What follows belongs to an exercise in optimizing a design on an open flow for a short achievable clock period and few clock cycles; a production flow would make more cautious choices. Only simulation tests tie the RTL to the original design; equivalence was not proved. Power figures rest on the tool's default switching activity, not on a simulated workload.

===== run.sh =====
#!/bin/bash
# synth_recipe.tcl (not shown) runs the flow's synth.tcl, then flattens the netlist and writes it again
# the make line also repeats each setting of config.mk as NAME=value (left out here)
make -C /OpenROAD-flow-scripts/flow DESIGN_CONFIG=/design/flow/config.mk WORK_HOME=/design/flow/orfs CLKGATE_MAP_FILE= SYNTH_SCRIPT=/design/flow/synth_recipe.tcl finish

===== config.mk =====
export PLATFORM = sky130hd
export DESIGN_NAME = dcpu16_core
export DESIGN_NICKNAME = dcpu16_core
export VERILOG_FILES = /design/flow/design.v
export SDC_FILE = /design/flow/constraint.sdc
export NUM_CORES = 4
export LEC_CHECK = 0
export CAP_MARGIN = 20
export CORE_MARGIN = 2
export CORE_UTILIZATION = 65
export SETUP_SLACK_MARGIN = 4.5
export SLEW_MARGIN = 20

===== constraint.sdc =====
create_clock -name core_clock -period 10.0 [get_ports {clk}]
set_input_delay 2.0000 -clock core_clock [delete_from_list [all_inputs] [get_ports {clk}]]
set_output_delay 2.0000 -clock core_clock [all_outputs]
set_load 0.01 [all_outputs]

===== design.v =====
module dcpu16_div (
    input  wire        clk,
    input  wire        rst,
    input  wire        start,
    input  wire [15:0] num,
    input  wire [15:0] den,
    output reg         busy,
    output reg  [31:0] quot,
    output reg  [15:0] rem16
);
    reg [15:0] r;
    reg [15:0] n;
    reg [15:0] d;
    reg [19:0] dm [1:15];    
    reg        prep;         
    reg [2:0]  cnt;
    integer    m;
    wire [19:0] s = {r, n[15:12]};
    reg  [20:0] t  [1:15];
    reg  [15:0] ge;
    reg  [3:0]  qd;
    reg  [15:0] rn;
    always @(*) begin
        ge[0] = 1'b1;
        for (m = 1; m < 16; m = m + 1) begin
            t[m]  = {1'b0, s} - {1'b0, dm[m]};
            ge[m] = !t[m][20];
        end
        qd = 4'd0;
        rn = s[15:0];
        for (m = 1; m < 16; m = m + 1)
            if (ge[m]) begin
                qd = m[3:0];
                rn = t[m][15:0];
            end
    end
    always @(posedge clk) begin
        if (rst) begin
            busy  <= 1'b0;
            prep  <= 1'b0;
            cnt   <= 3'd0;
            r     <= 16'd0;
            n     <= 16'd0;
            d     <= 16'd0;
            quot  <= 32'd0;
            rem16 <= 16'd0;
            for (m = 1; m < 16; m = m + 1) dm[m] <= 20'd0;
        end else if (start) begin
            busy <= 1'b1;
            prep <= 1'b1;
            cnt  <= 3'd0;
            r    <= 16'd0;
            n    <= num;
            d    <= den;
            quot <= 32'd0;
        end else if (prep) begin
            prep <= 1'b0;
            for (m = 1; m < 16; m = m + 1)
                dm[m] <= (m[0] ? {4'd0, d} : 20'd0) + (m[1] ? {3'd0, d, 1'b0} : 20'd0) +
                         (m[2] ? {2'd0, d, 2'b0} : 20'd0) + (m[3] ? {1'd0, d, 3'b0} : 20'd0);
        end else if (busy) begin
            r    <= rn;
            n    <= {n[11:0], 4'b0000};
            quot <= {quot[27:0], qd};
            if (cnt == 3'd3)
                rem16 <= rn;
            cnt <= cnt + 3'd1;
            if (cnt == 3'd7)
                busy <= 1'b0;
        end
    end
endmodule
module dcpu16_core (
    input  wire        clk,
    input  wire        rst,
    output reg         mem_req,
    output reg         mem_we,
    output reg  [15:0] mem_addr,
    output reg  [15:0] mem_wdata,
    input  wire        mem_ready,
    input  wire [15:0] mem_rdata,
    output wire        halted,
    output wire        fault,
    input  wire [3:0]  dbg_sel,
    output reg  [15:0] dbg_data
);
    localparam OP_SET = 5'h01, OP_ADD = 5'h02, OP_SUB = 5'h03, OP_MUL = 5'h04,
               OP_MLI = 5'h05, OP_DIV = 5'h06, OP_DVI = 5'h07, OP_MOD = 5'h08,
               OP_MDI = 5'h09, OP_AND = 5'h0A, OP_BOR = 5'h0B, OP_XOR = 5'h0C,
               OP_SHR = 5'h0D, OP_ASR = 5'h0E, OP_SHL = 5'h0F, OP_IFB = 5'h10,
               OP_IFC = 5'h11, OP_IFE = 5'h12, OP_IFN = 5'h13, OP_IFG = 5'h14,
               OP_IFA = 5'h15, OP_IFL = 5'h16, OP_IFU = 5'h17, OP_ADX = 5'h1A,
               OP_SBX = 5'h1B, OP_STI = 5'h1E, OP_STD = 5'h1F;
    localparam X_MUL = 2'd0,   
               X_DST = 2'd1,   
               X_DIV = 2'd2,   
               X_EX  = 2'd3;   
    localparam R_SP = 4'd8, R_PC = 4'd9, R_EX = 4'd10;
    reg [15:0] gpr [0:7];
    reg [15:0] pc, sp, ex;
    reg        skip;
    reg [31:0] cycles;
    reg        halt_r, fault_r;
    reg [15:0] q0, q1, q2, q3, q4, q5;   
    reg [2:0]  qn;               
    reg [15:0] fa;               
    reg        fpend;            
    reg        ic_v   [0:31];
    reg [10:0] ic_tag [0:31];
    reg [15:0] ic_d   [0:31];
    reg        fl_any;           
    reg [15:0] fl_addr;          
    reg        cw_v;             
    reg [15:0] cw_addr, cw_data;  
    reg        wb_v;
    reg [15:0] wb_addr, wb_data;
    reg        r_v;
    reg [4:0]  r_op;
    reg        r_jsr, r_amem, r_bread, r_bmem, r_breg_v, r_setpc;
    reg [3:0]  r_breg;
    reg [15:0] r_aaddr, r_baddr, r_va, r_vb, r_pcn;
    reg [7:0]  r_wmask;
    reg        r_wex, r_block;
    reg        r_aiss, r_biss;   
    reg        capa, capb;       
    reg        x_v;
    reg [1:0]  xs;
    reg [4:0]  x_op;
    reg        x_jsr, x_bmem, x_breg_v;
    reg [3:0]  x_breg;
    reg [15:0] x_baddr, va, vb, x_pcn;
    reg [7:0]  x_wmask;
    reg        x_wex, x_block;
    reg [31:0] pp0, pp1, pp2;
    reg [15:0] ma, mb;       
    reg        m_signed;
    integer i;
    function needs_nw(input [5:0] c);
        needs_nw = (c >= 6'h10 && c <= 6'h17) || c == 6'h1A || c == 6'h1E || c == 6'h1F;
    endfunction
    function ifcond(input [4:0] o, input [15:0] b, input [15:0] a);
        case (o)
            OP_IFB: ifcond = (b & a) != 16'd0;
            OP_IFC: ifcond = (b & a) == 16'd0;
            OP_IFE: ifcond = b == a;
            OP_IFN: ifcond = b != a;
            OP_IFG: ifcond = b > a;
            OP_IFA: ifcond = $signed(b) > $signed(a);
            OP_IFL: ifcond = b < a;
            default: ifcond = $signed(b) < $signed(a);
        endcase
    endfunction
    function [3:0] cost(input basic, input [4:0] o);
        if (!basic) cost = 4'd3;                         
        else case (o)
            OP_SET: cost = 4'd1;
            OP_ADD, OP_SUB, OP_MUL, OP_MLI: cost = 4'd2;
            OP_DIV, OP_DVI, OP_MOD, OP_MDI: cost = 4'd3;
            OP_AND, OP_BOR, OP_XOR, OP_SHR, OP_ASR, OP_SHL: cost = 4'd1;
            OP_ADX, OP_SBX: cost = 4'd3;
            OP_STI, OP_STD: cost = 4'd2;
            default: cost = 4'd2;                        
        endcase
    endfunction
    wire [4:0] d_o     = q0[4:0];
    wire [4:0] d_bc    = q0[9:5];
    wire [5:0] d_ac    = q0[15:10];
    wire       d_basic = d_o != 5'd0;
    wire       d_halt  = !d_basic && d_bc == 5'd0;
    wire       d_jsr   = !d_basic && d_bc == 5'd1;
    wire       d_legal = d_basic ? !(d_o == 5'h18 || d_o == 5'h19 || d_o == 5'h1C || d_o == 5'h1D)
                                 : d_jsr;
    wire       d_cond  = d_basic && d_o >= OP_IFB && d_o <= OP_IFU;
    wire       d_move  = d_basic && (d_o == OP_SET || d_o == OP_STI || d_o == OP_STD);
    wire       d_na    = needs_nw(d_ac);
    wire       d_nb    = d_basic && needs_nw({1'b0, d_bc});
    wire [1:0] d_nt    = {d_na & d_nb, d_na ^ d_nb};
    wire [2:0] d_len   = {1'b0, d_na | d_nb, !(d_na ^ d_nb)};
    wire       d_avail = qn >= 3'd3 || (qn == 3'd2 && !(d_na && d_nb)) ||
                         (qn == 3'd1 && !d_na && !d_nb);
    wire [15:0] d_nwa  = q1;
    wire [15:0] d_nwb  = d_na ? q2 : q1;
    wire [15:0] pc_p1  = pc + 16'd1;
    wire [15:0] pc_p2  = pc + 16'd2;
    wire [15:0] pc_p3  = pc + 16'd3;
    wire [15:0] d_pcn  = (d_na && d_nb) ? pc_p3 : (d_na || d_nb) ? pc_p2 : pc_p1;
    wire       d_pop   = d_ac == 6'h18;
    wire       d_push  = d_basic && d_bc == 5'h18;
    wire [15:0] sp_p1  = sp + 16'd1;
    wire [15:0] sp_m1  = sp - 16'd1;
    wire [15:0] d_spadj = (d_pop && !d_push) ? sp_p1 : (d_push && !d_pop) ? sp_m1 : sp;
    reg        da_mem;
    reg [15:0] da_addr, da_val;
    wire [15:0] da_base = d_ac == 6'h1A ? sp : gpr[d_ac[2:0]];
    wire [15:0] da_sum  = da_base + d_nwa;
    always @(*) begin
        da_mem  = 1'b1;
        da_addr = gpr[d_ac[2:0]];
        da_val  = gpr[d_ac[2:0]];
        if (d_ac <= 6'h07)      da_mem = 1'b0;
        else if (d_ac <= 6'h0F) da_addr = gpr[d_ac[2:0]];
        else if (d_ac <= 6'h17) da_addr = da_sum;
        else if (d_ac == 6'h18) da_addr = sp;
        else if (d_ac == 6'h19) da_addr = sp;
        else if (d_ac == 6'h1A) da_addr = da_sum;
        else if (d_ac == 6'h1B) begin da_mem = 1'b0; da_val = d_spadj; end
        else if (d_ac == 6'h1C) begin da_mem = 1'b0; da_val = d_pcn; end
        else if (d_ac == 6'h1D) begin da_mem = 1'b0; da_val = ex; end
        else if (d_ac == 6'h1E) da_addr = d_nwa;
        else if (d_ac == 6'h1F) begin da_mem = 1'b0; da_val = d_nwa; end
        else begin da_mem = 1'b0; da_val = (d_ac[4:0] == 5'd0) ? 16'hFFFF : {11'd0, d_ac[4:0] - 5'd1}; end
    end
    reg        db_mem, db_reg;
    reg [3:0]  db_regn;
    reg [15:0] db_addr, db_val;
    wire [15:0] db_base = d_bc == 5'h1A ? sp : gpr[d_bc[2:0]];
    wire [15:0] db_sum  = db_base + d_nwb;
    always @(*) begin
        db_mem  = 1'b1;
        db_reg  = 1'b0;
        db_regn = {1'b0, d_bc[2:0]};
        db_addr = gpr[d_bc[2:0]];
        db_val  = gpr[d_bc[2:0]];
        if (d_bc <= 5'h07)      begin db_mem = 1'b0; db_reg = 1'b1; end
        else if (d_bc <= 5'h0F) db_addr = gpr[d_bc[2:0]];
        else if (d_bc <= 5'h17) db_addr = db_sum;
        else if (d_bc == 5'h18) db_addr = sp_m1;
        else if (d_bc == 5'h19) db_addr = sp;
        else if (d_bc == 5'h1A) db_addr = db_sum;
        else if (d_bc == 5'h1B) begin db_mem = 1'b0; db_reg = 1'b1; db_regn = R_SP; db_val = d_spadj; end
        else if (d_bc == 5'h1C) begin db_mem = 1'b0; db_reg = 1'b1; db_regn = R_PC; db_val = d_pcn; end
        else if (d_bc == 5'h1D) begin db_mem = 1'b0; db_reg = 1'b1; db_regn = R_EX; db_val = ex; end
        else if (d_bc == 5'h1E) db_addr = d_nwb;
        else begin db_mem = 1'b0; db_val = d_nwb; end    
    end
    wire [7:0] d_rmask = ((d_ac <= 6'h17) ? (8'd1 << d_ac[2:0]) : 8'd0)
                       | ((d_basic && (d_bc >= 5'h08 || !d_move) && d_bc <= 5'h17) ? (8'd1 << d_bc[2:0]) : 8'd0);
    wire       d_rex   = d_ac == 6'h1D || (d_basic && !d_move && d_bc == 5'h1D);
    wire       d_wb_bmem = d_basic && !d_cond && db_mem;
    wire       d_wb_reg  = d_basic && !d_cond && db_reg;
    wire       d_ex_op   = d_o == OP_ADD || d_o == OP_SUB || d_o == OP_MUL || d_o == OP_MLI ||
                           d_o == OP_DIV || d_o == OP_DVI || d_o == OP_SHR || d_o == OP_ASR ||
                           d_o == OP_SHL || d_o == OP_ADX || d_o == OP_SBX;
    wire [7:0] d_wmask = ((d_wb_reg && !db_regn[3]) ? (8'd1 << db_regn[2:0]) : 8'd0)
                       | ((d_basic && (d_o == OP_STI || d_o == OP_STD)) ? 8'hC0 : 8'd0);
    wire       d_wex   = d_basic && ((d_ex_op) || (d_wb_reg && db_regn == R_EX));
    wire       d_block = !d_basic || d_cond ||
                         (d_wb_reg && (db_regn == R_SP || db_regn == R_PC));
    wire       d_early_br = d_basic && d_o == OP_SET && d_bc == 5'h1C && !da_mem;
    wire       d_if_early = d_cond && !da_mem && !db_mem;
    wire       d_jsr_early = d_jsr && !da_mem;
    wire       d_local = d_early_br || d_if_early || d_jsr_early;
    wire       d_if_true = ifcond(d_o, db_val, da_val);
    wire       d_mul   = d_basic && (d_o == OP_MUL || d_o == OP_MLI);
    wire       d_div   = d_basic && d_o >= OP_DIV && d_o <= OP_MDI;
    wire       d_bread = db_mem && !d_move && d_basic;
    wire       d_reads = da_mem || d_bread;
    wire [1:0] d_xs    = d_mul ? X_MUL : d_div ? X_DST : X_EX;
    wire       d_setpc = d_basic && d_o == OP_SET && d_bc == 5'h1C;
    wire       stopped  = halt_r || fault_r;
    wire       ex_go    = x_v && xs == X_EX && !(wb_v && (x_bmem || x_jsr));
    wire       x_free   = !x_v || ex_go;
    wire       r_wanta  = r_v && r_amem && !r_aiss;
    wire       r_wantb  = r_v && r_bread && !r_biss && !r_wanta;
    wire [15:0] r_addr  = r_wanta ? r_aaddr : r_baddr;
    wire       r_conf   = x_v && x_bmem && r_addr == x_baddr;    
    wire       r_req    = (r_wanta || r_wantb) && !r_conf && !wb_v;
    wire       r_acc    = r_req && mem_ready;
    wire       r_done   = r_v && (!r_amem || r_aiss) && (!r_bread || r_biss);
    wire       r_redir  = r_done && r_setpc;                     
    wire       r_cond   = r_op >= OP_IFB && r_op <= OP_IFU && !r_jsr;
    wire       r_ifdone = r_done && r_cond;                      
    wire       r_xfer   = r_done && !r_setpc && !r_cond && x_free;
    wire [15:0] r_va_now = capa ? mem_rdata : r_va;
    wire [15:0] r_vb_now = capb ? mem_rdata : r_vb;
    wire       blocked  = (r_v && r_block) || (x_v && x_block);
    wire       hazard   = (x_v && ((d_rmask & x_wmask) != 8'd0 || (d_rex && x_wex))) ||
                          (r_v && ((d_rmask & r_wmask) != 8'd0 || (d_rex && r_wex)));
    wire [15:0] xw_off  = x_baddr - pc;
    wire [15:0] rw_off  = r_baddr - pc;
    wire [15:0] wb_off  = wb_addr - pc;
    wire       xw_c     = xw_off[15:2] == 14'd0 && {1'b0, xw_off[1:0]} < d_len;
    wire       rw_c     = rw_off[15:2] == 14'd0 && {1'b0, rw_off[1:0]} < d_len;
    wire       wb_c     = wb_off[15:2] == 14'd0 && {1'b0, wb_off[1:0]} < d_len;
    wire       pw_hit   = (x_v && x_bmem && xw_c) || (r_v && r_bmem && rw_c) || (wb_v && wb_c);
    wire [3:0] nq       = {1'b0, qn} + {3'd0, fpend};
    wire       wr_hit   = wb_v && wb_off[15:3] == 13'd0 && {1'b0, wb_off[2:0]} < nq;
    wire       pend_w   = (x_v && x_bmem) || (r_v && r_bmem);
    wire       jsr_wait = d_jsr_early && (wb_v || pend_w || r_v);
    wire       d_stop   = qn != 3'd0 && (d_halt || !d_legal);
    wire       to_x     = !d_reads && !r_v && x_free;
    wire       r_free   = !r_v || r_xfer;
    wire       r_if_true = ifcond(r_op, r_vb_now, r_va_now);
    wire       dest_ok  = d_local || to_x || r_free;
    wire       dec_go   = !stopped && qn != 3'd0 && !d_halt && d_legal && d_avail &&
                          !blocked && !pw_hit &&
                          (skip || (!hazard && !jsr_wait && dest_ok));
    wire       dec_exec = dec_go && !skip;                        
    wire       dec_x    = dec_exec && !d_local && to_x;           
    wire       dec_r    = dec_exec && !d_local && !to_x;          
    wire       stop_go  = !stopped && d_stop && !r_v && !x_v && !wb_v;
    wire       ef       = (q0 == 16'h7F81 || (q0 == 16'h7C20 && !pend_w)) &&
                          qn >= 3'd2 && !skip && !stopped && !wb_v && !blocked &&
                          !pend_w && !r_wanta && !r_wantb;
    wire       er_acode = (d_ac >= 6'h08 && d_ac <= 6'h0F) || d_ac == 6'h18 ||
                          d_ac == 6'h19 || (d_ac == 6'h1E && qn >= 3'd2);
    wire       er_bcode = d_basic && !d_move && !da_mem &&
                          ((d_bc >= 5'h08 && d_bc <= 5'h0F) || d_bc == 5'h19 ||
                           (d_bc == 5'h1E && qn >= (d_na ? 3'd3 : 3'd2)));
    wire       er       = (er_acode || er_bcode) && d_avail && qn != 3'd0 && !skip && !stopped &&
                          !wb_v && !r_wanta && !r_wantb && !pend_w;
    wire [15:0] er_addr = er_acode ? (d_ac == 6'h1E ? q1 : d_ac[4] ? sp : gpr[d_ac[2:0]])
                                   : (d_bc == 5'h1E ? d_nwb : d_bc[4] ? sp : gpr[d_bc[2:0]]);
    wire        div_signed = x_op == OP_DVI || x_op == OP_MDI;
    wire        neg_b      = div_signed && vb[15];
    wire        neg_a      = div_signed && va[15];
    wire [15:0] div_num    = neg_b ? 16'd0 - vb : vb;
    wire [15:0] div_den    = neg_a ? 16'd0 - va : va;
    wire        div_start  = x_v && xs == X_DST && va != 16'd0;
    wire        div_busy;
    wire [31:0] div_quot;
    wire [15:0] div_rem;
    dcpu16_div u_div (
        .clk   (clk),
        .rst   (rst),
        .start (div_start),
        .num   (div_num),
        .den   (div_den),
        .busy  (div_busy),
        .quot  (div_quot),
        .rem16 (div_rem)
    );
    wire signed [16:0] mul_a  = {m_signed && ma[15], ma};
    wire signed [6:0]  mul_b0 = {1'b0, mb[5:0]};
    wire signed [6:0]  mul_b1 = {1'b0, mb[11:6]};
    wire signed [4:0]  mul_b2 = {m_signed && mb[15], mb[15:12]};
    wire signed [23:0] pp0_t  = mul_a * mul_b0;
    wire signed [23:0] pp1_t  = mul_a * mul_b1;
    wire signed [21:0] pp2_t  = mul_a * mul_b2;
    wire [31:0] mul_t = pp0 + {pp1[25:0], 6'd0} + {pp2[19:0], 12'd0};
    reg  [15:0] alu_res;
    reg  [15:0] alu_ex;
    reg         alu_ex_we;
    reg         alu_cond;
    wire [16:0] add_t  = {1'b0, vb} + {1'b0, va};
    wire [16:0] sub_t  = {1'b0, vb} - {1'b0, va};
    wire [17:0] adx_t  = {2'b0, vb} + {2'b0, va} + {2'b0, ex};
    wire [17:0] sbx_t  = {2'b0, vb} - {2'b0, va} + {2'b0, ex};
    wire        sh_big  = va >= 16'd32;
    wire [31:0] shr_t   = {vb, 16'h0000} >> va[4:0];
    wire [31:0] shl_t   = {16'h0000, vb} << va[4:0];
    wire signed [15:0] asr_s = $signed(vb) >>> va[3:0];
    wire [15:0] asr_r   = va >= 16'd16 ? {16{vb[15]}} : asr_s;
    wire        div_neg = neg_a ^ neg_b;
    always @(*) begin
        alu_res   = va;
        alu_ex    = 16'd0;
        alu_ex_we = 1'b0;
        alu_cond  = 1'b1;
        case (x_op)
            OP_SET, OP_STI, OP_STD: alu_res = va;
            OP_ADD: begin alu_res = add_t[15:0]; alu_ex = {15'd0, add_t[16]}; alu_ex_we = 1'b1; end
            OP_SUB: begin alu_res = sub_t[15:0]; alu_ex = {16{sub_t[16]}};    alu_ex_we = 1'b1; end
            OP_MUL, OP_MLI: begin
                alu_res = mul_t[15:0]; alu_ex = mul_t[31:16]; alu_ex_we = 1'b1;
            end
            OP_DIV: begin
                alu_ex_we = 1'b1;
                if (va == 16'd0) begin alu_res = 16'd0; alu_ex = 16'd0; end
                else begin alu_res = div_quot[31:16]; alu_ex = div_quot[15:0]; end
            end
            OP_DVI: begin
                alu_ex_we = 1'b1;
                if (va == 16'd0) begin alu_res = 16'd0; alu_ex = 16'd0; end
                else begin
                    alu_res = div_neg ? 16'd0 - div_quot[31:16] : div_quot[31:16];
                    alu_ex  = div_neg ? 16'd0 - div_quot[15:0]  : div_quot[15:0];
                end
            end
            OP_MOD: alu_res = va == 16'd0 ? 16'd0 : div_rem;
            OP_MDI: alu_res = va == 16'd0 ? 16'd0 : (neg_b ? 16'd0 - div_rem : div_rem);
            OP_AND: alu_res = vb & va;
            OP_BOR: alu_res = vb | va;
            OP_XOR: alu_res = vb ^ va;
            OP_SHR: begin
                alu_ex_we = 1'b1;
                alu_res = sh_big ? 16'd0 : shr_t[31:16];
                alu_ex  = sh_big ? 16'd0 : shr_t[15:0];
            end
            OP_ASR: begin
                alu_ex_we = 1'b1;
                alu_res = asr_r;
                alu_ex  = sh_big ? 16'd0 : shr_t[15:0];
            end
            OP_SHL: begin
                alu_ex_we = 1'b1;
                alu_res = sh_big ? 16'd0 : shl_t[15:0];
                alu_ex  = sh_big ? 16'd0 : shl_t[31:16];
            end
            OP_IFB, OP_IFC, OP_IFE, OP_IFN, OP_IFG, OP_IFA, OP_IFL, OP_IFU:
                alu_cond = ifcond(x_op, vb, va);
            OP_ADX: begin
                alu_res = adx_t[15:0]; alu_ex = adx_t[17:16] != 2'd0 ? 16'd1 : 16'd0; alu_ex_we = 1'b1;
            end
            OP_SBX: begin
                alu_res = sbx_t[15:0]; alu_ex_we = 1'b1;
                if (sbx_t[17])      alu_ex = 16'hFFFF;
                else if (sbx_t[16]) alu_ex = 16'h0001;
                else                alu_ex = 16'h0000;
            end
            default: ;
        endcase
    end
    wire x_cond = x_op >= OP_IFB && x_op <= OP_IFU;
    wire fetch_en = !stopped && ({1'b0, qn} + {3'd0, fpend}) <= 4'd5;
    always @(*) begin
        mem_req   = 1'b0;
        mem_we    = 1'b0;
        mem_addr  = fa;
        mem_wdata = wb_data;
        if (wb_v) begin
            mem_req = 1'b1; mem_we = 1'b1; mem_addr = wb_addr;
        end else if (r_req) begin
            mem_req = 1'b1; mem_addr = r_addr;
        end else if (ef) begin
            mem_req = 1'b1; mem_addr = q1;
        end else if (er) begin
            mem_req = 1'b1; mem_addr = er_addr;
        end else if (fetch_en) begin
            mem_req = 1'b1; mem_addr = fa;
        end
    end
    wire wr_acc    = wb_v && mem_ready;
    wire ef_acc    = ef && !r_req && mem_ready;
    wire [15:0] ic_fa   = ic_d[fa[4:0]];
    wire        ic_hfa  = ic_v[fa[4:0]] && ic_tag[fa[4:0]] == fa[15:5];
    wire [15:0] ic_tg   = ic_d[q1[4:0]];
    wire        ic_htg  = ic_v[q1[4:0]] && ic_tag[q1[4:0]] == q1[15:5];
    wire [15:0] fa1     = fa + 16'd1;
    wire [15:0] ic_fa1  = ic_d[fa1[4:0]];
    wire        ic_hfa1 = ic_v[fa1[4:0]] && ic_tag[fa1[4:0]] == fa1[15:5];
    wire        chit    = ic_hfa && !wb_v && !cw_v && !stopped && ({1'b0, qn} + {3'd0, fpend}) <= 4'd5;
    wire        chit2   = chit && ic_hfa1 && ({1'b0, qn} + {3'd0, fpend}) <= 4'd4;
    wire        ef_hit  = ef && ic_htg && !cw_v;
    wire er_acc    = er && !r_req && !ef && mem_ready;
    wire fetch_acc = !wb_v && !r_req && !ef && !er && fetch_en && mem_ready;
    assign halted = halt_r;
    assign fault  = fault_r;
    always @(*) begin
        case (dbg_sel)
            4'd8:    dbg_data = pc;
            4'd9:    dbg_data = sp;
            4'd10:   dbg_data = ex;
            4'd11:   dbg_data = cycles[15:0];
            4'd12:   dbg_data = cycles[31:16];
            4'd13, 4'd14, 4'd15: dbg_data = 16'd0;
            default: dbg_data = gpr[dbg_sel[2:0]];
        endcase
    end
    wire       ex_br    = ex_go && (x_jsr || (x_breg_v && x_breg == R_PC && !x_cond));
    wire [15:0] ex_tgt  = x_jsr ? va : alu_res;
    wire       dec_br   = dec_exec && (d_early_br || d_jsr_early);
    wire       flush    = ex_br || r_redir || dec_br || wr_hit;
    wire [15:0] flush_to = ex_br ? ex_tgt : r_redir ? r_va_now : dec_br ? da_val :
                           dec_go ? d_pcn : pc;
    wire [2:0] qn_in = qn + {2'd0, fpend} + {2'd0, chit} + {2'd0, chit2};
    wire [15:0] qarr [0:8];
    assign qarr[0] = q0; assign qarr[1] = q1; assign qarr[2] = q2; assign qarr[3] = q3;
    assign qarr[4] = q4; assign qarr[5] = q5; assign qarr[6] = mem_rdata; assign qarr[7] = mem_rdata; assign qarr[8] = mem_rdata;
    wire [15:0] qc [0:8];
    wire [15:0] qnx [0:5];
    genvar g;
    generate
        for (g = 0; g < 9; g = g + 1) begin : g_qc
            assign qc[g] = (g < qn) ? qarr[g] :
                           (fpend && g == qn) ? mem_rdata :
                           (g == qn + fpend) ? ic_fa : ic_fa1;
        end
        for (g = 0; g < 6; g = g + 1) begin : g_qnx
            assign qnx[g] = !dec_go ? qc[g] :
                            d_len == 3'd1 ? qc[g + 1] :
                            d_len == 3'd2 ? qc[g + 2] : qc[g + 3];
        end
    endgenerate
    always @(posedge clk) begin
        if (rst) begin
            for (i = 0; i < 32; i = i + 1) ic_v[i] <= 1'b0;
        end else if (cw_v) begin
            ic_v[cw_addr[4:0]]   <= 1'b1;
            ic_tag[cw_addr[4:0]] <= cw_addr[15:5];
            ic_d[cw_addr[4:0]]   <= cw_data;
        end else if (fl_any) begin
            ic_v[fl_addr[4:0]]   <= 1'b1;
            ic_tag[fl_addr[4:0]] <= fl_addr[15:5];
            ic_d[fl_addr[4:0]]   <= mem_rdata;
        end
    end
    always @(posedge clk) begin
        if (rst) begin
            fl_any <= 1'b0; fl_addr <= 16'd0;
            cw_v <= 1'b0; cw_addr <= 16'd0; cw_data <= 16'd0;
            q0 <= 16'd0; q1 <= 16'd0; q2 <= 16'd0; q3 <= 16'd0; q4 <= 16'd0; q5 <= 16'd0;
            qn <= 3'd0; fa <= 16'd0; fpend <= 1'b0;
        end else begin
            q0 <= (flush && ef_hit) ? ic_tg : qnx[0];
            q1 <= qnx[1];
            q2 <= qnx[2];
            q3 <= qnx[3];
            q4 <= qnx[4];
            q5 <= qnx[5];
            fl_any  <= fetch_acc || ef_acc;
            cw_v    <= wr_acc;
            cw_addr <= wb_addr;
            cw_data <= wb_data;
            fl_addr <= ef ? q1 : fa;
            if (flush) begin
                if (ef_hit) begin
                    qn    <= 3'd1;
                    fpend <= 1'b0;
                    fa    <= q1 + 16'd1;
                end else begin
                    qn    <= 3'd0;
                    fpend <= ef_acc;
                    fa    <= ef_acc ? q1 + 16'd1 : flush_to;
                end
            end else begin
                qn    <= dec_go ? qn_in - d_len : qn_in;
                fpend <= fetch_acc && !chit;
                if (chit2) fa <= fa + 16'd2;
                else if (fetch_acc || chit) fa <= fa1;
            end
        end
    end
    always @(posedge clk) begin
        if (rst) begin
            for (i = 0; i < 8; i = i + 1) gpr[i] <= 16'd0;
            pc      <= 16'd0;
            sp      <= 16'd0;
            ex      <= 16'd0;
            skip    <= 1'b0;
            cycles  <= 32'd0;
            halt_r  <= 1'b0;
            fault_r <= 1'b0;
            wb_v    <= 1'b0;
            wb_addr <= 16'd0;
            wb_data <= 16'd0;
            r_v     <= 1'b0;
            r_op    <= 5'd0;
            r_jsr   <= 1'b0;
            r_amem  <= 1'b0;
            r_bread <= 1'b0;
            r_bmem  <= 1'b0;
            r_breg_v <= 1'b0;
            r_setpc <= 1'b0;
            r_breg  <= 4'd0;
            r_aaddr <= 16'd0;
            r_baddr <= 16'd0;
            r_va    <= 16'd0;
            r_vb    <= 16'd0;
            r_pcn   <= 16'd0;
            r_wmask <= 8'd0;
            r_wex   <= 1'b0;
            r_block <= 1'b0;
            r_aiss  <= 1'b0;
            r_biss  <= 1'b0;
            capa    <= 1'b0;
            capb    <= 1'b0;
            x_v     <= 1'b0;
            xs      <= X_EX;
            x_op    <= 5'd0;
            x_jsr   <= 1'b0;
            x_bmem  <= 1'b0;
            x_breg_v <= 1'b0;
            x_breg  <= 4'd0;
            x_baddr <= 16'd0;
            va      <= 16'd0;
            vb      <= 16'd0;
            x_pcn   <= 16'd0;
            x_wmask <= 8'd0;
            x_wex   <= 1'b0;
            x_block <= 1'b0;
            pp0     <= 32'd0;
            pp1     <= 32'd0;
            pp2     <= 32'd0;
            ma      <= 16'd0;
            mb      <= 16'd0;
            m_signed <= 1'b0;
        end else begin
            if (stop_go) begin
                if (d_halt) halt_r  <= 1'b1;
                else        fault_r <= 1'b1;
            end
            if (wr_acc) wb_v <= 1'b0;
            capa <= (r_acc && r_wanta) || (er_acc && dec_r && er_acode);
            capb <= (r_acc && !r_wanta) || (er_acc && dec_r && !er_acode);
            if (r_acc) begin
                if (r_wanta) r_aiss <= 1'b1;
                else         r_biss <= 1'b1;
            end
            if (capa) r_va <= mem_rdata;
            if (capb) r_vb <= mem_rdata;
            if (r_redir) begin
                r_v <= 1'b0;
                pc  <= r_va_now;
            end
            if (r_xfer) r_v <= 1'b0;
            if (r_ifdone) begin
                r_v <= 1'b0;
                if (!r_if_true) skip <= 1'b1;
            end
            case (xs)
                X_MUL: if (x_v) begin
                    pp0 <= {{8{pp0_t[23]}}, pp0_t};
                    pp1 <= {{8{pp1_t[23]}}, pp1_t};
                    pp2 <= {{10{pp2_t[21]}}, pp2_t};
                    xs  <= X_EX;
                end
                X_DST: if (x_v) xs <= va != 16'd0 ? X_DIV : X_EX;
                X_DIV: if (x_v && !div_busy) xs <= X_EX;
                default: ;
            endcase
            if (ex_go) begin
                x_v <= 1'b0;
                if (x_jsr) begin
                    sp      <= sp_m1;
                    wb_v    <= 1'b1;
                    wb_addr <= sp_m1;
                    wb_data <= x_pcn;
                    pc      <= va;
                end else if (x_cond) begin
                    if (!alu_cond) skip <= 1'b1;
                end else begin
                    if (x_breg_v) begin
                        case (x_breg)
                            R_SP:    sp <= alu_res;
                            R_PC:    pc <= alu_res;
                            R_EX:    ex <= alu_res;
                            default: gpr[x_breg[2:0]] <= alu_res;
                        endcase
                    end
                    if (x_bmem) begin
                        wb_v    <= 1'b1;
                        wb_addr <= x_baddr;
                        wb_data <= alu_res;
                    end
                    if (alu_ex_we) ex <= alu_ex;
                    if (x_op == OP_STI || x_op == OP_STD) begin
                        gpr[6] <= ((x_breg_v && x_breg == 4'd6) ? va : gpr[6])
                                  + (x_op == OP_STI ? 16'd1 : 16'hFFFF);
                        gpr[7] <= ((x_breg_v && x_breg == 4'd7) ? va : gpr[7])
                                  + (x_op == OP_STI ? 16'd1 : 16'hFFFF);
                    end
                end
            end
            if (r_xfer) begin
                x_v      <= 1'b1;
                xs       <= (r_op == OP_MUL || r_op == OP_MLI) && !r_jsr ? X_MUL :
                            (r_op >= OP_DIV && r_op <= OP_MDI && !r_jsr) ? X_DST : X_EX;
                x_op     <= r_op;
                x_jsr    <= r_jsr;
                x_bmem   <= r_bmem;
                x_breg_v <= r_breg_v;
                x_breg   <= r_breg;
                x_baddr  <= r_baddr;
                va       <= r_va_now;
                vb       <= r_vb_now;
                if ((r_op == OP_MUL || r_op == OP_MLI) && !r_jsr) begin
                    ma       <= r_va_now;
                    mb       <= r_vb_now;
                    m_signed <= r_op == OP_MLI;
                end
                x_pcn    <= r_pcn;
                x_wmask  <= r_wmask;
                x_wex    <= r_wex;
                x_block  <= r_block;
            end
            if (dec_go) begin
                if (skip) begin
                    pc     <= d_pcn;
                    skip   <= d_cond;
                    cycles <= cycles + 32'd1;
                end else begin
                    cycles <= cycles + {30'd0, d_nt} + {28'd0, cost(d_basic, d_o)};
                    sp     <= d_jsr_early ? sp_m1 : d_spadj;
                    pc     <= (d_early_br || d_jsr_early) ? da_val : d_pcn;
                    if (d_if_early && !d_if_true) skip <= 1'b1;
                    if (d_jsr_early) begin
                        wb_v    <= 1'b1;
                        wb_addr <= sp_m1;
                        wb_data <= d_pcn;
                    end
                end
            end
            if (dec_x) begin
                x_v      <= 1'b1;
                xs       <= d_xs;
                x_op     <= d_o;
                x_jsr    <= !d_basic;
                x_bmem   <= d_wb_bmem;
                x_breg_v <= d_wb_reg;
                x_breg   <= db_regn;
                x_baddr  <= db_addr;
                va       <= da_val;
                vb       <= db_val;
                if (d_mul) begin
                    ma       <= da_val;
                    mb       <= db_val;
                    m_signed <= d_o == OP_MLI;
                end
                x_pcn    <= d_pcn;
                x_wmask  <= d_wmask;
                x_wex    <= d_wex;
                x_block  <= d_block;
            end
            if (dec_r) begin
                r_v      <= 1'b1;
                r_op     <= d_o;
                r_jsr    <= !d_basic;
                r_amem   <= da_mem;
                r_bread  <= d_bread;
                r_bmem   <= d_wb_bmem;
                r_breg_v <= d_wb_reg;
                r_breg   <= db_regn;
                r_setpc  <= d_setpc && da_mem;
                r_aaddr  <= da_addr;
                r_baddr  <= db_addr;
                r_va     <= da_val;
                r_vb     <= db_val;
                r_pcn    <= d_pcn;
                r_wmask  <= d_wmask;
                r_wex    <= d_wex;
                r_block  <= d_block;
                r_aiss   <= er_acc && er_acode;
                r_biss   <= er_acc && !er_acode;
            end
        end
    end
endmodule

==> results of run 1 <==
-- worst max path at each step --
stage	endpoint	cells past startpoint
2_1_floorplan	mem_addr[3]	14
3_3_place_gp	vb[15]	18
3_5_place_dp	va[1]	18
4_1_cts	mem_addr[7]	17
-- cell families after synthesis --
group	count (synthesis)	synth area share (%)
and+or+nand+nor	4589	14.00
DFF	1855	31.91
buffers and inverters	1793	4.736
adders and majority gates	1054	10.16
muxes	1353	17.14
xor gates and xnor gates	664	3.943
AOI/OAI and AO/OA	4107	18.12
-- repair_timing --
| item | 4_1_cts |
|---|---|
| gates resized for setup | 728 |
| setup endpoints to repair | 670 |
| buffers inserted | 170 |
| pin swaps | 98 |
| cloned | 22 |
-- through the flow --
| step | setup slack (ns) | util, % |
|---|---|---|
| after detailed placement | 2.094 | 67.53 |
| after global placement | 2.432 | 67.48 |
| after CTS | 3.623 | 72.62 |
| after floorplan | 4.505 | - |
-- power groups by stage --
stage	clock network (mW)	logic (mW)	registers [mW]
after floorplan	0	16.1	9.08
after global placement	0	24.2	9.67
after detailed placement	0	25.4	9.72
after CTS	8.07	27.9	9.48
-- routing by layer --
layer	GRT usage, %	GRT overflow
met1	87.16	831
met2	101.5	3947
met3	74.95	874
met4	85.25	1672
met5	58.41	163
==> summary.json, run 1 <==
{
  "status": {"value": "stopped before the end"},
  "haltStage": {"value": "5_1_grt"},
  "toolErrorMsg": {"value": "[ERROR GRT-0116] Global routing finished with congestion. Check the congestion regions in the DRC Viewer."},
  "synth_area_leaders": {"value": "edfxtp_1, mux4_2, dfxtp_1"},
  "post-synth-top-area-cell": {"value": "edfxtp_1"},
  "floorplan.die.height": {"value": 480.4, "unit": "um"},
  "synthTopCellsByCount": {"value": "nand2_1, nor2_1, a21oi_1"},
  "placementRows": {"value": 174},
  "dp.cells": {"value": 17850},
  "cts.sink_count": {"value": 1855},
  "htree_levels": {"value": 4},
  "grt_max_degree": {"value": 152},
  "detailed_place_hpwl": {"value": 524.8, "unit": "mm"},
  "syn-instance-count": {"value": 15420},
  "wire_length_of_the_first_global_routing_pass": {"value": 1434, "unit": "mm"},
  "ys.flop_type": {"value": "edfxtp_1"},
  "port_buffers": {"value": 74},
  "synth_fp_nets": {"value": 16490},
  "dpl_cell_area": {"value": 152000, "unit": "um^2"},
  "globalRouteTotalUtil": {"value": 87.53, "unit": "%"},
  "initial_utilization": {"value": 65.52, "unit": "%"},
  "number_of_buffers_created_by_cts": {"value": 199},
  "cell_variety_after_synth": {"value": 101},
  "grt_pass1_vias": {"value": 169700},
  "place_congestion": {"value": 1.119},
  "clk_path_buf_depth": {"value": 3},
  "grt.overflow.total": {"value": 7487},
  "syn-cell-area": {"value": 147500, "unit": "um^2"},
  "synth.avg_cell_area": {"value": 9.568, "unit": "um^2"},
  "synth-async-reset-ratio": {"value": 0, "unit": "%"},
  "synth_seq_area_share": {"value": 31.91, "unit": "%"},
  "yosys_warnings": {"value": 4},
  "synth_edf_count": {"value": 992},
  "die_width": {"value": 480.4, "unit": "um"},
  "post_cts_hold_buffer_count": {"value": 0},
  "synth.ff_latch_count": {"value": 1855},
  "ctsRootBufferMaster": {"value": "clkbuf_16"},
  "synth_top_area_share": {"value": 20.20, "unit": "%"},
  "synth_most_common_cell": {"value": "nand2_1"},
  "pin_count": {"value": 75}
}
Testbench counts, summed over its fixed seeds: cycles 88,844.
==> run 2, diff against run 1 <==
--- a/design.v
+++ b/design.v
@@ -104,2 +104,3 @@
     reg [15:0] q0, q1, q2, q3, q4, q5;   
+    reg [5:0]  qp0, qp1, qp2, qp3, qp4, qp5;   
     reg [2:0]  qn;               
@@ -140,2 +141,19 @@
     endfunction
+    function [5:0] pd(input [15:0] w);
+        reg [5:0] c;
+        reg [4:0] b, o;
+        reg basic, mv, amem;
+        begin
+            c = w[15:10]; b = w[9:5]; o = w[4:0];
+            basic = o != 5'd0;
+            mv    = basic && (o == 5'h01 || o == 5'h1E || o == 5'h1F);
+            amem  = (c >= 6'h08 && c <= 6'h1A) || c == 6'h1E;
+            pd[5] = w == 16'h7F81;
+            pd[4] = w == 16'h7C20;
+            pd[3] = needs_nw(c);
+            pd[2] = basic && needs_nw({1'b0, b});
+            pd[1] = (c >= 6'h08 && c <= 6'h0F) || c == 6'h18 || c == 6'h19 || c == 6'h1E;
+            pd[0] = basic && !mv && !amem && ((b >= 5'h08 && b <= 5'h0F) || b == 5'h19 || b == 5'h1E);
+        end
+    endfunction
     function ifcond(input [4:0] o, input [15:0] b, input [15:0] a);
@@ -174,4 +192,4 @@
     wire       d_move  = d_basic && (d_o == OP_SET || d_o == OP_STI || d_o == OP_STD);
-    wire       d_na    = needs_nw(d_ac);
-    wire       d_nb    = d_basic && needs_nw({1'b0, d_bc});
+    wire       d_na    = qp0[3];
+    wire       d_nb    = qp0[2];
     wire [1:0] d_nt    = {d_na & d_nb, d_na ^ d_nb};
@@ -249,6 +267,10 @@
     wire       d_early_br = d_basic && d_o == OP_SET && d_bc == 5'h1C && !da_mem;
-    wire       d_if_early = d_cond && !da_mem && !db_mem;
+    wire       d_if_early = d_cond && (d_ac <= 6'h07 || d_ac >= 6'h1F) &&
+                            (d_bc <= 5'h07 || d_bc == 5'h1F);
+    wire [15:0] ca = d_ac <= 6'h07 ? gpr[d_ac[2:0]] : d_ac == 6'h1F ? d_nwa :
+                     (d_ac[4:0] == 5'd0) ? 16'hFFFF : {11'd0, d_ac[4:0] - 5'd1};
+    wire [15:0] cb = d_bc <= 5'h07 ? gpr[d_bc[2:0]] : d_nwb;
     wire       d_jsr_early = d_jsr && !da_mem;
     wire       d_local = d_early_br || d_if_early || d_jsr_early;
-    wire       d_if_true = ifcond(d_o, db_val, da_val);
+    wire       d_if_true = ifcond(d_o, cb, ca);
     wire       d_mul   = d_basic && (d_o == OP_MUL || d_o == OP_MLI);
@@ -266,4 +288,4 @@
     wire       r_conf   = x_v && x_bmem && r_addr == x_baddr;    
-    wire       r_req    = (r_wanta || r_wantb) && !r_conf && !wb_v;
-    wire       r_acc    = r_req && mem_ready;
+    wire       r_req    = (r_wanta || r_wantb) && !wb_v;
+    wire       r_acc    = r_req && !r_conf && mem_ready;
     wire       r_done   = r_v && (!r_amem || r_aiss) && (!r_bread || r_biss);
@@ -278,8 +300,9 @@
                           (r_v && ((d_rmask & r_wmask) != 8'd0 || (d_rex && r_wex)));
-    wire [15:0] xw_off  = x_baddr - pc;
-    wire [15:0] rw_off  = r_baddr - pc;
     wire [15:0] wb_off  = wb_addr - pc;
-    wire       xw_c     = xw_off[15:2] == 14'd0 && {1'b0, xw_off[1:0]} < d_len;
-    wire       rw_c     = rw_off[15:2] == 14'd0 && {1'b0, rw_off[1:0]} < d_len;
-    wire       wb_c     = wb_off[15:2] == 14'd0 && {1'b0, wb_off[1:0]} < d_len;
+    wire       xw_c     = x_baddr == pc || ((d_na || d_nb) && x_baddr == pc_p1) ||
+                          (d_na && d_nb && x_baddr == pc_p2);
+    wire       rw_c     = r_baddr == pc || ((d_na || d_nb) && r_baddr == pc_p1) ||
+                          (d_na && d_nb && r_baddr == pc_p2);
+    wire       wb_c     = wb_addr == pc || ((d_na || d_nb) && wb_addr == pc_p1) ||
+                          (d_na && d_nb && wb_addr == pc_p2);
     wire       pw_hit   = (x_v && x_bmem && xw_c) || (r_v && r_bmem && rw_c) || (wb_v && wb_c);
@@ -301,10 +324,7 @@
     wire       stop_go  = !stopped && d_stop && !r_v && !x_v && !wb_v;
-    wire       ef       = (q0 == 16'h7F81 || (q0 == 16'h7C20 && !pend_w)) &&
+    wire       ef       = (qp0[5] || (qp0[4] && !pend_w)) &&
                           qn >= 3'd2 && !skip && !stopped && !wb_v && !blocked &&
                           !pend_w && !r_wanta && !r_wantb;
-    wire       er_acode = (d_ac >= 6'h08 && d_ac <= 6'h0F) || d_ac == 6'h18 ||
-                          d_ac == 6'h19 || (d_ac == 6'h1E && qn >= 3'd2);
-    wire       er_bcode = d_basic && !d_move && !da_mem &&
-                          ((d_bc >= 5'h08 && d_bc <= 5'h0F) || d_bc == 5'h19 ||
-                           (d_bc == 5'h1E && qn >= (d_na ? 3'd3 : 3'd2)));
+    wire       er_acode = qp0[1] && (!d_na || qn >= 3'd2);
+    wire       er_bcode = qp0[0] && (!d_nb || qn >= (d_na ? 3'd3 : 3'd2));
     wire       er       = (er_acode || er_bcode) && d_avail && qn != 3'd0 && !skip && !stopped &&
@@ -471,2 +491,10 @@
     wire [15:0] qnx [0:5];
+    wire [5:0]  qparr [0:8];
+    wire [5:0]  qpc [0:8];
+    wire [5:0]  qpnx [0:5];
+    wire [5:0]  pd_rd  = pd(mem_rdata);
+    wire [5:0]  pd_ic  = pd(ic_fa);
+    wire [5:0]  pd_ic1 = pd(ic_fa1);
+    assign qparr[0] = qp0; assign qparr[1] = qp1; assign qparr[2] = qp2; assign qparr[3] = qp3;
+    assign qparr[4] = qp4; assign qparr[5] = qp5; assign qparr[6] = pd_rd; assign qparr[7] = pd_rd; assign qparr[8] = pd_rd;
     genvar g;
@@ -483,2 +511,12 @@
         end
+        for (g = 0; g < 9; g = g + 1) begin : g_qpc
+            assign qpc[g] = (g < qn) ? qparr[g] :
+                            (fpend && g == qn) ? pd_rd :
+                            (g == qn + fpend) ? pd_ic : pd_ic1;
+        end
+        for (g = 0; g < 6; g = g + 1) begin : g_qpnx
+            assign qpnx[g] = !dec_go ? qpc[g] :
+                             d_len == 3'd1 ? qpc[g + 1] :
+                             d_len == 3'd2 ? qpc[g + 2] : qpc[g + 3];
+        end
     endgenerate
@@ -502,2 +540,3 @@
             q0 <= 16'd0; q1 <= 16'd0; q2 <= 16'd0; q3 <= 16'd0; q4 <= 16'd0; q5 <= 16'd0;
+            qp0 <= 6'd0; qp1 <= 6'd0; qp2 <= 6'd0; qp3 <= 6'd0; qp4 <= 6'd0; qp5 <= 6'd0;
             qn <= 3'd0; fa <= 16'd0; fpend <= 1'b0;
@@ -505,2 +544,4 @@
             q0 <= (flush && ef_hit) ? ic_tg : qnx[0];
+            qp0 <= (flush && ef_hit) ? pd(ic_tg) : qpnx[0];
+            qp1 <= qpnx[1]; qp2 <= qpnx[2]; qp3 <= qpnx[3]; qp4 <= qpnx[4]; qp5 <= qpnx[5];
             q1 <= qnx[1];
@@ -654,4 +695,4 @@
             end
+            if (r_xfer || dec_x) x_v <= 1'b1;
             if (r_xfer) begin
-                x_v      <= 1'b1;
                 xs       <= (r_op == OP_MUL || r_op == OP_MLI) && !r_jsr ? X_MUL :
@@ -693,4 +734,3 @@
             end
-            if (dec_x) begin
-                x_v      <= 1'b1;
+            if (x_free && !r_xfer) begin
                 xs       <= d_xs;
@@ -704,3 +744,3 @@
                 vb       <= db_val;
-                if (d_mul) begin
+                if (d_mul && dec_x) begin
                     ma       <= da_val;
@@ -714,4 +754,4 @@
             end
-            if (dec_r) begin
-                r_v      <= 1'b1;
+            if (dec_r) r_v <= 1'b1;
+            if (!r_v || r_xfer || r_redir || r_ifdone) begin
                 r_op     <= d_o;
--- a/config.mk
+++ b/config.mk
@@ -9,3 +9,3 @@
 export CORE_MARGIN = 2
-export CORE_UTILIZATION = 65
+export CORE_UTILIZATION = 50
 export SETUP_SLACK_MARGIN = 4.5
==> run 2 against run 1 <==
Compared with the run above:
- the run now finishes clean
- synthesized cell count up 5.7%
- synthesized area up 3.7%
==> summary.json, run 2 <==
{
  "synth.avg_cell_area": {"value": 9.390, "unit": "um^2"},
  "grt_antenna_before_repair": {"value": 48},
  "number_of_nets_at_the_end_of_the_flow": {"value": 17210},
  "floorplan.die_area": {"value": 310400, "unit": "um^2"},
  "synth_edf_count": {"value": 992},
  "power.net_switching": {"value": 21.61, "unit": "mW"},
  "placementRows": {"value": 203},
  "grt_pass1_vias": {"value": 130500},
  "maxCapViolations": {"value": 0},
  "htree_levels": {"value": 4},
  "routed_wirelength": {"value": 692.9, "unit": "mm"},
  "synthTopCellsByCount": {"value": "nand2_1, nor2_1, a21oi_1"},
  "final_common_cell": {"value": "nand2_1"},
  "post_cts_hold_buffer_count": {"value": 0},
  "ir_drop": {"value": 0.2002, "unit": "mV"},
  "period_needed": {"value": 6.064, "unit": "ns"},
  "pin_count": {"value": 75},
  "leading_cell_types_in_the_layout_fill_and_taps_excluded": {"value": "nand2_1, nor2_1, a21oi_1, edfxtp_1, mux4_2"},
  "internal_power": {"value": 23.95, "unit": "mW"},
  "layout_worst_path_cycle_share": {"value": 60.64, "unit": "%"},
  "combinationalPowerShare": {"value": 59.5, "unit": "%"},
  "cts_tree": {"value": "yes"},
  "post-synth-top-area-cell": {"value": "edfxtp_1"},
  "drtAntennaViolNets": {"value": 0},
  "power.leakage": {"value": 64.15, "unit": "nW"},
  "layout_area_growth_over_synthesis": {"value": 12.44, "unit": "%"},
  "status": {"value": "no timing/DRC/antenna violations"},
  "cell_variety_after_synth": {"value": 118},
  "fin_worst_skew": {"value": 0.1428, "unit": "ns"},
  "design.core.area": {"value": 305000, "unit": "um^2"},
  "detailedRoute.firstPassIterationCount": {"value": 13},
  "layout-drive-gt1-share": {"value": 17.58, "unit": "%"},
  "place_congestion": {"value": 1.081},
  "syn-cell-area": {"value": 153000, "unit": "um^2"},
  "ys.flop_type": {"value": "edfxtp_1"},
  "grt_max_degree": {"value": 149},
  "detailed_place_hpwl": {"value": 473.3, "unit": "mm"},
  "clk_pin_slew_worst_paths": {"value": 0.06, "unit": "ns"},
  "synth.ff_latch_count": {"value": 1891},
  "synth_most_common_cell": {"value": "nand2_1"},
  "synth_top_area_share": {"value": 19.47, "unit": "%"},
  "synth_area_leaders": {"value": "edfxtp_1, mux4_2, dfxtp_1"},
  "largest_register_ffs": {"value": 512},
  "wire_length_of_the_first_global_routing_pass": {"value": 971.9, "unit": "mm"},
  "ctsRootBufferMaster": {"value": "clkbuf_16"},
  "critPathCaptureType": {"value": "primary output"},
  "netSwitchingFraction": {"value": 47.43, "unit": "%"},
  "cts.sink_count": {"value": 1891},
  "clk_path_buf_depth": {"value": 4},
  "critical_path.max_fanout": {"value": 6},
  "hold_class": {"value": "reg -> reg"},
  "synth-async-reset-ratio": {"value": 0, "unit": "%"},
  "routed_wire_length_per_instance": {"value": 33.82, "unit": "um"},
  "globalRouteTotalUtil": {"value": 43.26, "unit": "%"},
  "tns_setup": {"value": 0, "unit": "ns"},
  "floorplan.die.height": {"value": 557.2, "unit": "um"},
  "initial_utilization": {"value": 50.16, "unit": "%"},
  "yosys_warnings": {"value": 4},
  "port_buffers": {"value": 74},
  "detailedRoute.firstIterationViolations": {"value": 21310},
  "p_clk_share": {"value": 19.2, "unit": "%"},
  "die_width": {"value": 557.2, "unit": "um"},
  "number_of_buffers_created_by_cts": {"value": 219},
  "max_slew.worst_pin.slew": {"value": 1.360, "unit": "ns"},
  "achievable-frequency": {"value": 164.9, "unit": "MHz"},
  "grt_setup_unrepaired": {"value": "yes"},
  "worst_skew_pair.late_latency": {"value": 0.98, "unit": "ns"},
  "place_ws": {"value": 2.891, "unit": "ns"},
  "powerDensity": {"value": 264.8, "unit": "nW/um^2"},
  "required": {"value": 8.00, "unit": "ns"},
  "slew-limit-headroom": {"value": 8.691, "unit": "%"},
  "hold_violations": {"value": 0},
  "final_report_setup_violation_count": {"value": 0},
  "cp.arrival": {"value": 4.06, "unit": "ns"},
  "num_vias": {"value": 143000},
  "seq_power_share": {"value": 21.3, "unit": "%"},
  "drc": {"value": 0},
  "post-route-worst-setup-slack": {"value": 3.936, "unit": "ns"},
  "synth_seq_area_share": {"value": 31.23, "unit": "%"},
  "vias_per_cell": {"value": 6.979},
  "synth_fp_nets": {"value": 17340},
  "grt.overflow.total": {"value": 0},
  "cp-start-kind": {"value": "flip-flop"},
  "final-max-slew-violation-count": {"value": 0},
  "syn-instance-count": {"value": 16290},
  "crit_type": {"value": "reg -> out"}
}
-- run 2: cell type report --
cell class	instances	area (um^2)
diodes	36	90.09
clock buffers	275	6016
clock inverters	131	1672
fillers	27070	133000
inverters	672	2597
multi-input cells	12520	100400
flip-flops and latches	1891	47980
well taps	4100	5130
repair buffers	864	8162
repair inverters	2	12.51
-- run 2: stage by stage --
step	area, um^2	util [%]	hold WS, ns	instances	total power [mW]
after global routing	171900	56.37	0.4665	20450	46.62
after floorplan	153000	-	0.4273	16290	24.98
after CTS	169800	55.65	0.4518	20340	43.54
after global placement	158500	51.95	0.4389	19760	33.37
final	172000	56.40	0.4515	20490	45.56
after detailed placement	158500	51.96	0.4439	19760	33.40
-- run 2: cell families (layout without fill, tap and decap cells) --
| family | Yosys count | count (layout) | synth area share [%] |
|---|---|---|---|
| buffers and inverters | 1889 | 1944 | 4.981 |
| multiplexers | 1407 | 1407 | 16.78 |
| XOR/XNOR | 756 | 756 | 4.391 |
| adder cells (fa/ha/maj) | 1020 | 1020 | 9.504 |
| flip-flops | 1891 | 1891 | 31.23 |
| AO/OA/AOI/OAI | 4332 | 4332 | 18.38 |
| other | 0 | 36 | 0 |
| AND/OR/NAND/NOR | 4999 | 5001 | 14.74 |
-- run 2: per-layer routing --
| layer | up-vias | global-route usage (%) | part of all wire (%) |
|---|---|---|---|
| met2 | 10310 | 62.58 | 42 |
| met1 | 69270 | 55.17 | 37 |
| met3 | 2775 | 13.00 | 13 |
| li1 | 60580 | - | - |
| met5 | - | 0.3550 | 0.081 |
| met4 | 50 | 30.35 | 8.8 |
-- run 2: worst max-delay path, stage by stage (launching register included) --
cell and delay (ns):
dfxtp_4 0.47, buf_12 0.18, buf_12 0.12, mux4_2 0.49, mux2_4 0.38, nor2_2 0.12, o21ai_0 0.13, a31oi_2 0.41
o211ai_1 0.15, o211ai_1 0.10, o21ai_0 0.11, mux2_4 0.32, buf_2 0.15
-- run 2: timing repair --
action | in CTS | in global routing
setup buffers | 163 | 99
endpoints found under the setup margin | 388 | 370
resized for setup | 617 | 315
cloned | 16 | 9
pin swaps | 97 | 122
-- run 2: worst paths after layout --
path	start	to	slack [ns]	depth (start not counted)
hold reg to reg	u_div.dm[13][11]	u_div.dm[13][11]	0.45	2
hold / removal	u_div.dm[13][11]	u_div.dm[13][11]	0.45	2
setup / recovery	flip-flop	mem_addr[14]	3.94	12
setup reg to reg	wb_addr[0]	flip-flop	4.43	15
-- run 2: power by group through the flow --
| stage | sequential, mW | clock [mW] | combinational, mW |
|---|---|---|---|
| after CTS | 9.63 | 8.79 | 25.1 |
| after global placement | 9.89 | 0 | 23.5 |
| after floorplan | 9.26 | 0 | 15.7 |
| after detailed placement | 9.90 | 0 | 23.5 |
| after global routing | 9.69 | 9.07 | 27.9 |
| final | 9.70 | 8.76 | 27.1 |
Testbench counts of run 2, summed over its fixed seeds: cycles 89,101.
==> run 3, diff against run 2 <==
--- a/design.v
+++ b/design.v
@@ -154,4 +154,4 @@
             pd[2] = basic && needs_nw({1'b0, b});
-            pd[1] = (c >= 6'h08 && c <= 6'h0F) || c == 6'h18 || c == 6'h19 || c == 6'h1E;
-            pd[0] = basic && !mv && !amem && ((b >= 5'h08 && b <= 5'h0F) || b == 5'h19 || b == 5'h1E);
+            pd[1] = c == 6'h18 || c == 6'h19 || c == 6'h1E;
+            pd[0] = basic && !mv && !amem && (b == 5'h19 || b == 5'h1E);
         end
@@ -331,4 +331,3 @@
                           !wb_v && !r_wanta && !r_wantb && !pend_w;
-    wire [15:0] er_addr = er_acode ? (d_ac == 6'h1E ? q1 : d_ac[4] ? sp : gpr[d_ac[2:0]])
-                                   : (d_bc == 5'h1E ? d_nwb : d_bc[4] ? sp : gpr[d_bc[2:0]]);
+    wire [15:0] er_addr = er_acode ? (d_ac[1] ? q1 : sp) : (d_bc[1] ? d_nwb : sp);
     wire        div_signed = x_op == OP_DVI || x_op == OP_MDI;
@@ -459,4 +458,6 @@
     wire [15:0] fa1     = fa + 16'd1;
-    wire [15:0] ic_fa1  = ic_d[fa1[4:0]];
-    wire        ic_hfa1 = ic_v[fa1[4:0]] && ic_tag[fa1[4:0]] == fa1[15:5];
+    wire [4:0]  fa1i    = fa[4:0] + 5'd1;           
+    wire [10:0] fa_tg1  = fa[15:5] + 11'd1;         
+    wire [15:0] ic_fa1  = ic_d[fa1i];
+    wire        ic_hfa1 = ic_v[fa1i] && ic_tag[fa1i] == ((fa[4:0] == 5'h1F) ? fa_tg1 : fa[15:5]);
     wire        chit    = ic_hfa && !wb_v && !cw_v && !stopped && ({1'b0, qn} + {3'd0, fpend}) <= 4'd5;
@@ -468,12 +469,11 @@
     assign fault  = fault_r;
+    wire [15:0] dsel = 16'd1 << dbg_sel;
     always @(*) begin
-        case (dbg_sel)
-            4'd8:    dbg_data = pc;
-            4'd9:    dbg_data = sp;
-            4'd10:   dbg_data = ex;
-            4'd11:   dbg_data = cycles[15:0];
-            4'd12:   dbg_data = cycles[31:16];
-            4'd13, 4'd14, 4'd15: dbg_data = 16'd0;
-            default: dbg_data = gpr[dbg_sel[2:0]];
-        endcase
+        dbg_data = ({16{dsel[0]}}  & gpr[0]) | ({16{dsel[1]}}  & gpr[1]) |
+                   ({16{dsel[2]}}  & gpr[2]) | ({16{dsel[3]}}  & gpr[3]) |
+                   ({16{dsel[4]}}  & gpr[4]) | ({16{dsel[5]}}  & gpr[5]) |
+                   ({16{dsel[6]}}  & gpr[6]) | ({16{dsel[7]}}  & gpr[7]) |
+                   ({16{dsel[8]}}  & pc)     | ({16{dsel[9]}}  & sp)     |
+                   ({16{dsel[10]}} & ex)     | ({16{dsel[11]}} & cycles[15:0]) |
+                   ({16{dsel[12]}} & cycles[31:16]);
     end
@@ -485,3 +485,10 @@
                            dec_go ? d_pcn : pc;
-    wire [2:0] qn_in = qn + {2'd0, fpend} + {2'd0, chit} + {2'd0, chit2};
+    wire [3:0] qb    = {1'b0, qn} + {3'd0, fpend};
+    wire [3:0] qb_m3 = qb - 4'd3, qb_m2 = qb - 4'd2, qb_m1 = qb - 4'd1;
+    wire [3:0] qb_p1 = qb + 4'd1, qb_p2 = qb + 4'd2;
+    wire [3:0] qn_c0 = chit2 ? qb_p2 : chit ? qb_p1 : qb;       
+    wire [3:0] qn_c1 = chit2 ? qb_p1 : chit ? qb    : qb_m1;
+    wire [3:0] qn_c2 = chit2 ? qb    : chit ? qb_m1 : qb_m2;
+    wire [3:0] qn_c3 = chit2 ? qb_m1 : chit ? qb_m2 : qb_m3;
+    wire [3:0] qn_nx = !dec_go ? qn_c0 : (d_na && d_nb) ? qn_c3 : (d_na || d_nb) ? qn_c2 : qn_c1;
     wire [15:0] qarr [0:8];
@@ -527,2 +534,8 @@
             ic_v[cw_addr[4:0]]   <= 1'b1;
+        end else if (fl_any) begin
+            ic_v[fl_addr[4:0]]   <= 1'b1;
+        end
+    end
+    always @(posedge clk) begin
+        if (cw_v) begin
             ic_tag[cw_addr[4:0]] <= cw_addr[15:5];
@@ -530,3 +543,2 @@
         end else if (fl_any) begin
-            ic_v[fl_addr[4:0]]   <= 1'b1;
             ic_tag[fl_addr[4:0]] <= fl_addr[15:5];
@@ -567,3 +579,3 @@
             end else begin
-                qn    <= dec_go ? qn_in - d_len : qn_in;
+                qn    <= qn_nx[2:0];
                 fpend <= fetch_acc && !chit;
==> run 3 against run 2 <==
Compared with the run above:
- combinational power grew 15%
- via count rose by 0.20%
- critical path depth decreased by 4
- setup slack gained 0.32 ns
- total power rose by 9.8%
- die area decreased by 0.35%
- core utilization is 0.29 points lower
- register-to-register slack worse by 0.04 ns
- worst hold slack improved by 0.0015 ns
- fmax increased by 5.5%
- highest routed layer unchanged
==> summary.json, run 3 <==
{
  "num_vias": {"value": 143300},
  "combinationalPowerShare": {"value": 62.5, "unit": "%"},
  "drtAntennaViolNets": {"value": 0},
  "largest_register_ffs": {"value": 512},
  "detailedRoute.firstIterationViolations": {"value": 19280},
  "globalRouteTotalUtil": {"value": 45.37, "unit": "%"},
  "postLayoutCoreUtil": {"value": 56.10, "unit": "%"},
  "floorplan.die_area": {"value": 309400, "unit": "um^2"},
  "powerDensity": {"value": 294.2, "unit": "nW/um^2"},
  "synth_edf_count": {"value": 992},
  "achievable-frequency": {"value": 174.0, "unit": "MHz"},
  "detailedRoute.firstPassIterationCount": {"value": 9},
  "synthesized_area_fraction_occupied_by_ao_oa_aoi_and_oai_cells": {"value": 18.43, "unit": "%"},
  "max_slew.worst_pin.slew": {"value": 1.335, "unit": "ns"},
  "p_clk_share": {"value": 17.3, "unit": "%"},
  "number_of_nets_at_the_end_of_the_flow": {"value": 17310},
  "period_needed": {"value": 5.747, "unit": "ns"},
  "num-fill-cells": {"value": 27150},
  "critical_path.max_fanout": {"value": 18},
  "routed_wire_length_per_instance": {"value": 35.24, "unit": "um"},
  "number_of_buffers_created_by_cts": {"value": 221},
  "slew-limit-headroom": {"value": 11.00, "unit": "%"},
  "yosys_warnings": {"value": 4},
  "post-synth-top-area-cell": {"value": "edfxtp_1"},
  "adder_and_majority_cell_fraction_of_the_synthesized_area": {"value": 9.523, "unit": "%"},
  "power.leakage": {"value": 63.57, "unit": "nW"},
  "drc": {"value": 0},
  "die_width": {"value": 556.2, "unit": "um"},
  "cp-start-kind": {"value": "flip-flop"},
  "critPathCaptureType": {"value": "primary output"},
  "grt_antenna_before_repair": {"value": 48},
  "grt_pass1_vias": {"value": 132100},
  "synth.area.mux_share": {"value": 16.17, "unit": "%"},
  "floorplan.die.height": {"value": 556.2, "unit": "um"},
  "crit_type": {"value": "reg -> out"},
  "synth_area_leaders": {"value": "edfxtp_1, mux4_2, dfxtp_1"},
  "routed_wirelength": {"value": 721.2, "unit": "mm"},
  "cts.sink_count": {"value": 1891},
  "clk_path_buf_depth": {"value": 4},
  "cell_variety_after_synth": {"value": 102},
  "ir_drop": {"value": 0.2508, "unit": "mV"},
  "cp.arrival": {"value": 3.75, "unit": "ns"},
  "netSwitchingFraction": {"value": 50.13, "unit": "%"},
  "tns_setup": {"value": 0, "unit": "ns"},
  "pin_count": {"value": 75},
  "placementRows": {"value": 202},
  "min_path_cells": {"value": 2},
  "final-max-slew-violation-count": {"value": 0},
  "power.net_switching": {"value": 25.07, "unit": "mW"},
  "port_buffers": {"value": 74},
  "hold_class": {"value": "reg -> reg"},
  "design.core.area": {"value": 303000, "unit": "um^2"},
  "multi_input_combinational_cell_area": {"value": 99710, "unit": "um^2"},
  "status": {"value": "no timing/DRC/antenna violations"},
  "synth_most_common_cell": {"value": "nand2_1"},
  "post_cts_hold_buffer_count": {"value": 0},
  "worst_skew_pair.late_latency": {"value": 1.01, "unit": "ns"},
  "vias_per_cell": {"value": 7.001},
  "hold_path.startpoint": {"value": "u_div.dm[9][12]"},
  "synthTopCellsByCount": {"value": "nand2_1, nor2_1, a21oi_1"},
  "finalHoldWorstSlack": {"value": 0.4530, "unit": "ns"},
  "synth_seq_area_share": {"value": 31.34, "unit": "%"},
  "detailed_place_hpwl": {"value": 506.9, "unit": "mm"},
  "required": {"value": 8.00, "unit": "ns"},
  "synth-async-reset-ratio": {"value": 0, "unit": "%"},
  "synth_top_area_share": {"value": 19.54, "unit": "%"},
  "ctsRootBufferMaster": {"value": "clkbuf_16"},
  "syn-cell-area": {"value": 152500, "unit": "um^2"},
  "leading_cell_types_in_the_layout_fill_and_taps_excluded": {"value": "nand2_1, nor2_1, a21oi_1, edfxtp_1, mux4_2"},
  "post_synth_xor_xnor_area": {"value": 4.370, "unit": "%"},
  "start_point_of_the_critical_path": {"value": "qn[1]"}
}
run 3: per-layer routing:
metal,vias to the layer above,global-route usage (%),share of wire (%)
met2,9451,68.39,43
met3,2830,10.42,10
met5,-,0,0.038
li1,61050,-,-
met1,69900,54.96,36
met4,34,38.71,11
run 3: logic make-up (layout without fill, tap and decap cells):
kind of cell	count (synthesis)	count (layout)
AND/OR/NAND/NOR	5197	5201
AO/OA/AOI/OAI	4369	4369
other	0	27
flip-flops	1891	1891
multiplexers	1346	1346
XOR/XNOR	757	757
buffers and inverters	1893	1874
adder cells (fa/ha/maj)	1020	1020
run 3: layout make-up:
cell class | count | area share [%]
repair buffers | 799 | 4.232
clock inverters | 134 | 0.9545
diodes | 27 | 0.03974
inverters | 664 | 1.495
clock buffers | 277 | 3.496
multi-input cells | 12690 | 58.65
flip-flops and latches | 1891 | 28.21
well taps | 3978 | 2.928
run 3: how the worst max path moves through the flow:
stage / endpoint / slack (ns) / depth (start not counted)
final: mem_addr[7] / 4.25 / 8
after global routing: mem_addr[7] / 4.31 / 9
after CTS: mem_addr[14] / 4.29 / 14
after detailed placement: dbg_data[6] / 2.99 / 9
after global placement: dbg_data[6] / 3.03 / 9
after floorplan: dbg_data[10] / 4.61 / 6
run 3: power groups by stage:
stage / Combinational (mW) / Sequential (mW) / Clock (mW)
2_1_floorplan: 18.5 / 9.55 / 0
3_3_place_gp: 28.5 / 10.3 / 0
3_5_place_dp: 28.4 / 10.3 / 0
4_1_cts: 29.5 / 10.0 / 8.69
5_1_grt: 32.3 / 10.1 / 8.99
6_report: 31.3 / 10.1 / 8.67
run 3: timing repair:
action	4_1_cts	5_1_grt
cloned	13	3
endpoints found under the setup margin	424	250
resized for setup	483	264
buffers inserted	98	68
pin swaps	61	62
endpoints found under the hold margin	0	0
run 3: worst max-delay path, cell delays in order, from the launching register on:
cell	delay [ns]
dfxtp_4	0.35
buf_12	0.16
or2_4	0.30
nand3_4	0.13
nor3_4	0.06
buf_12	0.15
a222oi_1	1.06
o21ai_2	0.33
buf_2	0.25
run 3: stage by stage:
stage | instance area (um^2) | setup WS (ns) | total power [mW] | instances
final | 170000 | 4.253 | 50.02 | 20460
after global routing | 170000 | 4.312 | 51.40 | 20440
after CTS | 168300 | 4.293 | 48.19 | 20360
after detailed placement | 158200 | 2.994 | 38.70 | 19840
after global placement | 158200 | 3.032 | 38.79 | 19840
after floorplan | 152500 | 4.615 | 28.07 | 16470
Testbench counts of run 3, summed over its fixed seeds: cycles 89,710.

==> separate check: timing with driven ports <==
The flow's constraints put no driver on any port. The routed layouts listed below were extracted and timed again, unchanged, in two steps.
Step 1, drivers: a clkbuf_16 drives clk and a buf_2 each remaining input, both assumed.
Step 2 also shifts input and output timing later by t, the mid clock arrival at the registers, as if the neighbouring blocks saw the same clock.
Slacks: no drivers / after step 1 / after step 2; pairs: no drivers / after step 1.
run | t (ns) | setup WS [ns] | clock arrival spread, ns
run 2 | 1.018 | 3.936 / 3.832 / 3.468 | 0.152 / 0.152
run 3 | 1.054 | 4.253 / 4.146 / 3.771 | 0.121 / 0.121
After both steps setup and hold are still met in every run listed. For run 3, which loses most, drivers alone change the setup slack by -0.107 ns; drivers and shift together by -0.482 ns.
